This is an optimization exercise on Yosys and OpenROAD, whose aim is small area, a short achievable clock period and few clock cycles, not a production implementation. RTL that was checked went through simulation tests only; none was proved equivalent to the original. Power figures rest on the tool's default switching activity, not on a simulated workload.

Setup of build 42:
==> flow/design.v (excerpt) <==
module mbf_framer32 (
    input  wire        clk,
    input  wire        rst,
    input  wire        tx_start,
    input  wire [15:0] tx_cmd,
    input  wire [15:0] tx_len,
    input  wire        tx_flip,
    input  wire        tx_ack,
    output wire        tx_busy,
    output wire        tx_done,
    output wire        tx_oversize,
    input  wire        tx_in_valid,
    input  wire [31:0] tx_in_data,
    output wire        tx_in_ready,
    output wire        pkt_valid,
    output wire [31:0] pkt_data,
    output wire        pkt_last,
    input  wire        pkt_ready,
    input  wire        rx_strict,
    input  wire        rx_valid,
    input  wire [31:0] rx_data,
    input  wire        rx_last,
    input  wire [2:0]  rx_cnt,
    output wire        rd_valid,
    output wire [31:0] rd_data,
    output wire [2:0]  rd_cnt,
    output wire        res_valid,
    output wire [1:0]  res_kind,
    output wire [3:0]  res_err,
    output wire [15:0] res_cmd,
    output wire [15:0] res_len
);
Size in the first run: about 1200 cells after synthesis, ~270 flip-flops, roughly 220 I/O pins, about 0.014 sq mm of cells after synthesis.
clock: 8.0 ns
lec_check: 0
cap_margin: 20
core_margin: 2
core_utilization: 40
setup_slack_margin: 5
slew_margin: 20
run.sh (not shown) runs the stock make flow with config.mk's settings and CLKGATE_MAP_FILE= SYNTH_SCRIPT=/design/flow/synth_recipe.tcl, a recipe that flattens the netlist after the stock synthesis.
Build 42 closes out successfully: all stages finished, all timing, DRC and antenna checks passed.
Relative to build 42, the following input files were edited for build 92:
- setting ABC_CLOCK_PERIOD_IN_PS to 2500 for the first time
Results
Build 92 completed every stage of the flow, and the final layout passed the timing, DRC and antenna checks.
Diff build 42 -> build 92: minimum setup slack in the final design comparable, number of clock buffers inserted by TritonCTS comparable, peak clock frequency supported by timing comparable, XOR/XNOR share of the synthesized area comparable.
#### Input delta (build 49 over build 92)
- clearing SETUP_SLACK_MARGIN, which used to be 5
- clearing ABC_CLOCK_PERIOD_IN_PS, which used to be 2500
### Flow results
In the flow results for build 92 and build 49, the internal power component is larger on build 92. Against build 92, build 49 reports a largest stage delay on the critical path that is higher. Cmp build 92 and build 49 / actual slew at the worst max-slew pin / lower: build 49. Summary of the comparison: clock network contribution to total cell area is higher in build 49, relative to build 92. Per the comparison of build 49 with build 92, number of cells on the worst reg-to-reg path increased by 2 relative to the old numbers, final worst-path cycle share now larger, worst clock skew on the final layout has remained practically unchanged, maximum fanout along the worst path shows an increase of 1. Build 49 went all the way through the flow, and no timing, DRC or antenna check failed. Comparing layout buffer count excluding clock buffers for build 92 and build 49, the smaller number came from build 49.
No run of this note included a check of the RTL's function; only the layout flow was run.

---

mbf_framer32, a different RTL version from the one above (not shown whole).
Size: ~14000 um2 of cells after synthesis.
## mbf_framer32
module mbf_framer32 (
    input  wire        clk,
    input  wire        rst,
    input  wire        tx_start,
    input  wire [15:0] tx_cmd,
    input  wire [15:0] tx_len,
    input  wire        tx_flip,
    input  wire        tx_ack,
    output wire        tx_busy,
    output wire        tx_done,
    output wire        tx_oversize,
    input  wire        tx_in_valid,
    input  wire [31:0] tx_in_data,
    output wire        tx_in_ready,
    output wire        pkt_valid,
    output wire [31:0] pkt_data,
    output wire        pkt_last,
    input  wire        pkt_ready,
    input  wire        rx_strict,
    input  wire        rx_valid,
    input  wire [31:0] rx_data,
    input  wire        rx_last,
    input  wire [2:0]  rx_cnt,
    output wire        rd_valid,
    output wire [31:0] rd_data,
    output wire [2:0]  rd_cnt,
    output wire        res_valid,
    output wire [1:0]  res_kind,
    output wire [3:0]  res_err,
    output wire [15:0] res_cmd,
    output wire [15:0] res_len
);
==> flow/config.mk <==
export PLATFORM = sky130hd
export DESIGN_NAME = mbf_framer32
export DESIGN_NICKNAME = mbf_framer32
export VERILOG_FILES = /design/flow/design.v
export SDC_FILE = /design/flow/constraint.sdc
export NUM_CORES = 4
export LEC_CHECK = 0
export ABC_AREA = 1
export CAP_MARGIN = 20
export CORE_MARGIN = 2
export CORE_UTILIZATION = 60
export CTS_CLUSTER_DIAMETER = 100
export CTS_CLUSTER_SIZE = 20
export SETUP_SLACK_MARGIN = 5
export SLEW_MARGIN = 20
==> flow/constraint.sdc <==
create_clock -name core_clock -period 8.0 [get_ports {clk}]
set_input_delay 1.6000 -clock core_clock [delete_from_list [all_inputs] [get_ports {clk}]]
set_output_delay 1.6000 -clock core_clock [all_outputs]
set_load 0.01 [all_outputs]
standard.sh (not shown) runs the stock make flow with config.mk's settings and CLKGATE_MAP_FILE= SYNTH_SCRIPT=/design/flow/synth_recipe.tcl, a recipe that flattens the netlist after the stock synthesis.
==> flow/flow/run.sh <==
#!/bin/bash
set -euo pipefail
export BUFFER_PORTS_ARGS="-buffer_cell sky130_fd_sc_hd__buf_1"
bash standard.sh > standard.log 2>&1
The first run ran to the end with no violations.
Edit:
--- a/flow/config.mk
+++ b/flow/config.mk
@@ -9,7 +9,5 @@
 export CAP_MARGIN = 20
 export CORE_MARGIN = 2
-export CORE_UTILIZATION = 60
-export CTS_CLUSTER_DIAMETER = 100
-export CTS_CLUSTER_SIZE = 20
+export CORE_UTILIZATION = 40
 export SETUP_SLACK_MARGIN = 5
 export SLEW_MARGIN = 20
Via count shrinks by 1.9%; cell area grows by 3.4%; routed wire length shrinks by 1.6%; fmax grows by 2.5%; area after synthesis stays the same; combinational power shrinks by about 3%; sequential share of layout area shrinks by 1.5 points; first-iteration DRC count shrinks by 25%; power grows by 20%; setup slack improves by 0.073 ns; non-clock buffer count shrinks by 18.
Edit:
--- a/flow/config.mk
+++ b/flow/config.mk
@@ -10,4 +10,6 @@
 export CORE_MARGIN = 2
 export CORE_UTILIZATION = 40
+export CTS_CLUSTER_DIAMETER = 120
+export CTS_CLUSTER_SIZE = 24
 export SETUP_SLACK_MARGIN = 5
 export SLEW_MARGIN = 20
Effect:
- power decreases by 18%
- count of clock-buffer cells in the layout shrinks by 8
- register-to-register slack stays flat
Edit:
==> flow/flow/run.sh (replaced) <==
#!/bin/bash
set -euo pipefail
export BUFFER_PORTS_ARGS="-buffer_cell sky130_fd_sc_hd__buf_1"
export SETUP_SLACK_MARGIN=5.5
bash standard.sh > standard.log 2>&1
--- a/flow/config.mk
+++ b/flow/config.mk
@@ -10,6 +10,3 @@
 export CORE_MARGIN = 2
 export CORE_UTILIZATION = 40
-export CTS_CLUSTER_DIAMETER = 120
-export CTS_CLUSTER_SIZE = 24
-export SETUP_SLACK_MARGIN = 5
 export SLEW_MARGIN = 20
After rerunning: Flip-flop and latch count stays the same; routed wire length climbs by 12%; design area climbs by 15%; die area is unchanged; register-to-register slack stays flat; clock-buffer cell count rises by 13; area after synthesis stays the same; final cell count goes up by about 5.4%; combinational power rose by about 20%; via count is higher by about 7%.
No run of this note included a check of the RTL's function; only the layout flow was run.

---

Another version of the RTL of mbf_framer32 (not shown whole).
Size: ~240 flip-flops, about 220 I/O pins, roughly 12000 sq um of cells after synthesis.
==> flow/config.mk <==
export PLATFORM = sky130hd
export DESIGN_NAME = mbf_framer32
export DESIGN_NICKNAME = mbf_framer32
export VERILOG_FILES = /design/flow/design.v
export SDC_FILE = /design/flow/constraint.sdc
export NUM_CORES = 4
export LEC_CHECK = 0
export ABC_AREA = 1
export CAP_MARGIN = 20
export CORE_MARGIN = 2
export CORE_UTILIZATION = 40
export CTS_CLUSTER_DIAMETER = 120
export CTS_CLUSTER_SIZE = 24
export GPL_TIMING_DRIVEN = 0
export SLEW_MARGIN = 20
==> flow/constraint.sdc <==
create_clock -name core_clock -period 8.0 [get_ports {clk}]
set_input_delay 1.6000 -clock core_clock [delete_from_list [all_inputs] [get_ports {clk}]]
set_output_delay 1.6000 -clock core_clock [all_outputs]
set_load 0.01 [all_outputs]
==> flow/flow/run.sh <==
#!/bin/bash
set -euo pipefail
export BUFFER_PORTS_ARGS="-buffer_cell sky130_fd_sc_hd__buf_1"
export SETUP_SLACK_MARGIN=5.3
bash standard.sh > standard.log 2>&1
Testbench counts at the start, summed over its fixed seeds: cycles 21,768.
Edit:
--- a/flow/config.mk
+++ b/flow/config.mk
@@ -13,3 +13,3 @@
 export CTS_CLUSTER_SIZE = 24
-export GPL_TIMING_DRIVEN = 0
 export SLEW_MARGIN = 20
+export TNS_END_PERCENT = 50
Effect:
- synthesized area stays the same
- clock-buffer cell count goes up by 2
- power goes up by 1.1%
- wire length goes down by 5.3%
- die area is unchanged
- flip-flop and latch count is unchanged
- non-clock buffer count goes down by 43
- sequential power hardly moves
- synthesized cell count stays the same
- clock power goes up by 8.9%
Edit:
==> flow/flow/run.sh (replaced) <==
#!/bin/bash
set -euo pipefail
export BUFFER_PORTS_ARGS="-buffer_cell sky130_fd_sc_hd__buf_1"
export SETUP_SLACK_MARGIN=5.2
bash standard.sh > standard.log 2>&1
--- a/flow/config.mk
+++ b/flow/config.mk
@@ -14,2 +14 @@
 export SLEW_MARGIN = 20
-export TNS_END_PERCENT = 50
Outcome: Synthesized cell count stays the same; utilization came out lower by 0.70 points; fmax goes down by 1.3%; hold slack improved by 0.0089 ns; setup slack gets worse by 0.037 ns.
Edit:
==> flow/flow/run.sh (replaced) <==
#!/bin/bash
set -euo pipefail
export BUFFER_PORTS_ARGS="-buffer_cell sky130_fd_sc_hd__buf_1"
export SETUP_SLACK_MARGIN=5.3
bash standard.sh > standard.log 2>&1
--- a/flow/config.mk
+++ b/flow/config.mk
@@ -13,2 +13,3 @@
 export CTS_CLUSTER_SIZE = 24
+export GPL_ROUTABILITY_DRIVEN = 0
 export SLEW_MARGIN = 20
=> Routed wire length is higher by 0.66%; power increases by 3.2%; clock power rose by 8.8%; count of clock-buffer cells in the layout does not change; first-iteration DRC count drops by 13%; register-to-register slack improved by 0.06 ns; cell count barely changes; cell area went up by 2.4%; combinational power climbs by about 4%.

---

Starting RTL as in the previous note.
// mbf_framer32
module mbf_framer32 (
    input  wire        clk,
    input  wire        rst,
    input  wire        tx_start,
    input  wire [15:0] tx_cmd,
    input  wire [15:0] tx_len,
    input  wire        tx_flip,
    input  wire        tx_ack,
    output wire        tx_busy,
    output wire        tx_done,
    output wire        tx_oversize,
    input  wire        tx_in_valid,
    input  wire [31:0] tx_in_data,
    output wire        tx_in_ready,
    output wire        pkt_valid,
    output wire [31:0] pkt_data,
    output wire        pkt_last,
    input  wire        pkt_ready,
    input  wire        rx_strict,
    input  wire        rx_valid,
    input  wire [31:0] rx_data,
    input  wire        rx_last,
    input  wire [2:0]  rx_cnt,
    output wire        rd_valid,
    output wire [31:0] rd_data,
    output wire [2:0]  rd_cnt,
    output wire        res_valid,
    output wire [1:0]  res_kind,
    output wire [3:0]  res_err,
    output wire [15:0] res_cmd,
    output wire [15:0] res_len
);
    mbf_wtx u_tx (
        .clk(clk), .rst(rst),
        .tx_start(tx_start), .tx_cmd(tx_cmd), .tx_len(tx_len),
        .tx_flip(tx_flip), .tx_ack(tx_ack),
        .tx_busy(tx_busy), .tx_done(tx_done), .tx_oversize(tx_oversize),
        .tx_in_valid(tx_in_valid), .tx_in_data(tx_in_data), .tx_in_ready(tx_in_ready),
        .pkt_valid(pkt_valid), .pkt_data(pkt_data), .pkt_last(pkt_last),
        .pkt_ready(pkt_ready)
    );
    mbf_wrx u_rx (
        .clk(clk), .rst(rst),
        .rx_strict(rx_strict), .rx_valid(rx_valid), .rx_data(rx_data),
        .rx_last(rx_last), .rx_cnt(rx_cnt),
        .rd_valid(rd_valid), .rd_data(rd_data), .rd_cnt(rd_cnt),
        .res_valid(res_valid), .res_kind(res_kind), .res_err(res_err),
        .res_cmd(res_cmd), .res_len(res_len)
    );
endmodule
==> flow/config.mk <==
export PLATFORM = sky130hd
export DESIGN_NAME = mbf_framer32
export DESIGN_NICKNAME = mbf_framer32
export VERILOG_FILES = /design/flow/design.v
export SDC_FILE = /design/flow/constraint.sdc
export NUM_CORES = 4
export LEC_CHECK = 0
export ABC_AREA = 1
export CAP_MARGIN = 20
export CORE_MARGIN = 2
export CORE_UTILIZATION = 40
export CTS_CLUSTER_DIAMETER = 120
export CTS_CLUSTER_SIZE = 24
export SLEW_MARGIN = 20
==> flow/constraint.sdc <==
create_clock -name core_clock -period 8.0 [get_ports {clk}]
set_input_delay 1.6000 -clock core_clock [delete_from_list [all_inputs] [get_ports {clk}]]
set_output_delay 1.6000 -clock core_clock [all_outputs]
set_load 0.01 [all_outputs]
==> flow/flow/run.sh <==
#!/bin/bash
set -euo pipefail
export BUFFER_PORTS_ARGS="-buffer_cell sky130_fd_sc_hd__buf_1"
export SETUP_SLACK_MARGIN=5.35
bash standard.sh > standard.log 2>&1
The baseline passed the timing, DRC and antenna checks.
Testbench counts at the start, summed over its fixed seeds: cycles 21,768.
Then changed:
--- a/flow/flow/run.sh
+++ b/flow/flow/run.sh
@@ -4 +4 @@
-export SETUP_SLACK_MARGIN=5.35
+export SETUP_SLACK_MARGIN=5.25
The changed run ran to the end with no violations.
Final area shrinks by 1.9%.
Combinational power drops by about 3%.
Worst hold slack barely changes.
Utilization went down by 0.92 points.
Routed wire length drops by 0.43%.
Worst setup slack is worse by 0.035 ns.
Synthesized cell count does not change.
Power is lower by 0.76%.
Critical path depth went down by 1.
Sequential power barely changes.
Then changed:
--- a/flow/flow/run.sh
+++ b/flow/flow/run.sh
@@ -4 +4 @@
-export SETUP_SLACK_MARGIN=5.25
+export SETUP_SLACK_MARGIN=5.3
- CORE_UTILIZATION: 40 -> 50
After rerunning: Maximum frequency rises by 0.58%. Clock-buffer cell count falls by 1. Cell count falls by 3.5%. Power barely changes.
Then changed:
--- a/flow/flow/run.sh
+++ b/flow/flow/run.sh
@@ -4 +4 @@
-export SETUP_SLACK_MARGIN=5.3
+export SETUP_SLACK_MARGIN=5.4
- CORE_UTILIZATION: 50 -> 40
After rerunning: The new run ran to the end with no violations; critical path depth went up by 10; via count went up slightly; sequential share of layout area went down by 1.5 points; sequential power is about the same; clock-buffer cell count went up by 1; non-clock buffer count went up by 25; utilization went down by 11 points; global-route usage went down by 4.6 points; power went up slightly.

---

Another version of the RTL of mbf_framer32 (not shown whole).
Size: about 1500 cells after synthesis, roughly 290 flip-flops, roughly 220 I/O pins, ~14000 um2 of cells after synthesis.
==> flow/config.mk <==
export PLATFORM = sky130hd
export DESIGN_NAME = mbf_framer32
export DESIGN_NICKNAME = mbf_framer32
export VERILOG_FILES = /design/flow/design.v
export SDC_FILE = /design/flow/constraint.sdc
export NUM_CORES = 4
export LEC_CHECK = 0
export ABC_AREA = 1
export CAP_MARGIN = 20
export CORE_MARGIN = 2
export CORE_UTILIZATION = 40
export CTS_CLUSTER_DIAMETER = 120
export CTS_CLUSTER_SIZE = 24
export SLEW_MARGIN = 20
==> flow/constraint.sdc <==
create_clock -name core_clock -period 8.0 [get_ports {clk}]
set_input_delay 1.6000 -clock core_clock [delete_from_list [all_inputs] [get_ports {clk}]]
set_output_delay 1.6000 -clock core_clock [all_outputs]
set_load 0.01 [all_outputs]
==> flow/flow/run.sh <==
#!/bin/bash
set -euo pipefail
export BUFFER_PORTS_ARGS="-buffer_cell sky130_fd_sc_hd__buf_1"
export SETUP_SLACK_MARGIN=5.3
bash standard.sh > standard.log 2>&1
The first run finished with timing, DRC and antenna clean.
Change:
==> flow/flow/run.sh (replaced) <==
#!/bin/bash
set -euo pipefail
export BUFFER_PORTS_ARGS="-buffer_cell sky130_fd_sc_hd__buf_1"
export SETUP_SLACK_MARGIN=5.4
bash standard.sh > standard.log 2>&1
=> Utilization grows by 1.9 points; final area grows by 3.9%; worst setup slack barely changes; routed wire length grows by 1.8%; die area is unchanged; register-to-register slack stays flat; combinational power grows by 7.0%; total power grows by 4.5%; cell count grows by 0.89%; hold slack barely changes; sequential cell count does not change.
No functional check of the RTL was part of any run of this note.

---

## rev 12
Another version of the RTL of mbf_framer32 (not shown whole).
Size in the first run: roughly 270 flip-flops, about 14000 um2 of cells after synthesis.
clock: 8.0 ns
lec_check: 0
cap_margin: 20
core_margin: 2
core_utilization: 40
cts_buf_list: sky130_fd_sc_hd__clkbuf_8
cts_cluster_size: 30
setup_slack_margin: 5
slew_margin: 20
==> flow/flow/run.sh <==
#!/bin/bash
set -euo pipefail
export BUFFER_PORTS_ARGS="-buffer_cell sky130_fd_sc_hd__buf_1"
bash standard.sh > standard.log 2>&1
Looking at the reports, rev 12 completed the entire flow and the layout it produced met the timing, DRC and antenna checks.
Inputs modified between rev 12 and rev 13:
==> flow/run.sh (new file) <==
#!/bin/bash
# synth_recipe.tcl (not shown) runs the flow's synth.tcl, then flattens the netlist and writes it again
# the make line also repeats each setting of config.mk as NAME=value (left out here)
make -C /OpenROAD-flow-scripts/flow DESIGN_CONFIG=/design/flow/config.mk WORK_HOME=/design/flow/orfs CLKGATE_MAP_FILE= SYNTH_SCRIPT=/design/flow/synth_recipe.tcl finish
==> flow/config.mk <==
export PLATFORM = sky130hd
export DESIGN_NAME = mbf_framer32
export DESIGN_NICKNAME = mbf_framer32
export VERILOG_FILES = /design/flow/design.v
export SDC_FILE = /design/flow/constraint.sdc
export NUM_CORES = 4
export LEC_CHECK = 0
export ABC_AREA = 1
export CAP_MARGIN = 20
export CORE_MARGIN = 2
export CORE_UTILIZATION = 40
export SETUP_SLACK_MARGIN = 5
export SLEW_MARGIN = 20
removed: flow/flow/run.sh
removed: flow/standard.sh
==> summary.txt <==
- Rev 13: flow completed, timing, DRC and antenna clean
- Rev 13 reports its leading cell type in the layout, fill and taps excluded as sky130_fd_sc_hd__nand2_1 while rev 12 reports sky130_fd_sc_hd__edfxtp_1.
- Looking at worst hold slack across all endpoints across rev 13 and rev 12, the one that comes out lower is rev 13.
- Compared with rev 12, in rev 13 clock tree buffer count of the final layout down 26, sequential share of layout area fell by 2.6 points, part of the cycle the worst path needs fell by 0.68 points.
- For rev 13, the startpoint of the worst setup timing path was u_rx.len_q[5]$_DFFE_PP_, unlike rev 12, where it was rx_data[0].
- Against rev 12 as the reference, rev 13 delivers a lower critical path depth.
No run of this note included a check of the RTL's function; only the layout flow was run.

## re-timing with driven ports
The results above use ideal ports. As a check the final layouts listed here were re-extracted and re-timed, cells and wires unchanged.
Step 1, drivers: a clkbuf_16 drives clk and a buf_2 each remaining input, both assumed.
Step 2 adds t to the input delays and takes it off the output delays; t is the mean of the earliest and latest rising clock arrival at the registers after step 1. Input paths then give back, and output paths get back, about the clock's delay inside the block.
Three values: ideal ports, drivers, drivers and shift; two values: the first two.
| run | t, ns | setup slack, ns | worst slew at a driven data input, ns |
|---|---|---|---|
| build 42 | 0.615 | 4.821 / 4.821 / 4.334 | 0.07 |
| build 92 | 0.615 | 4.821 / 4.821 / 4.334 | 0.07 |
| build 49 | 0.607 | 3.945 / 3.965 / 3.358 | 0.06 |
| the first run of note 2 | 0.565 | 5.003 / 5.003 / 4.575 | 0.07 |
| the second run of note 2 | 0.621 | 5.076 / 5.027 / 4.482 | 0.08 |
| the third run of note 2 | 0.536 | 4.976 / 5.011 / 4.475 | 0.07 |
| the fourth run of note 2 | 0.607 | 5.124 / 5.124 / 4.559 | 0.09 |
| the first run of note 3 | 0.538 | 5.238 / 5.245 / 4.706 | 0.08 |
| the second run of note 3 | 0.528 | 5.222 / 5.250 / 4.726 | 0.07 |
| the third run of note 3 | 0.546 | 5.184 / 5.212 / 4.666 | 0.09 |
| the fourth run of note 3 | 0.536 | 5.268 / 5.250 / 4.739 | 0.06 |
| the first run of note 4 | 0.546 | 5.301 / 5.250 / 4.757 | 0.09 |
| the second run of note 4 | 0.542 | 5.266 / 5.247 / 4.755 | 0.09 |
| the third run of note 4 | 0.526 | 5.282 / 5.233 / 4.780 | 0.09 |
| the fourth run of note 4 | 0.524 | 5.168 / 5.172 / 4.648 | 0.09 |
| the first run of note 5 | 0.545 | 5.093 / 5.092 / 4.547 | 0.11 |
| the second run of note 5 | 0.563 | 5.095 / 5.102 / 4.539 | 0.09 |
| rev 12 | 0.648 | 4.982 / 4.975 / 4.327 | 0.10 |
| rev 13 | 0.598 | 5.036 / 4.982 / 4.481 | 0.10 |
After both steps setup and hold are still met in every run listed. For rev 12, which loses most, drivers alone change the setup slack by -0.007 ns; drivers and shift together by -0.655 ns.
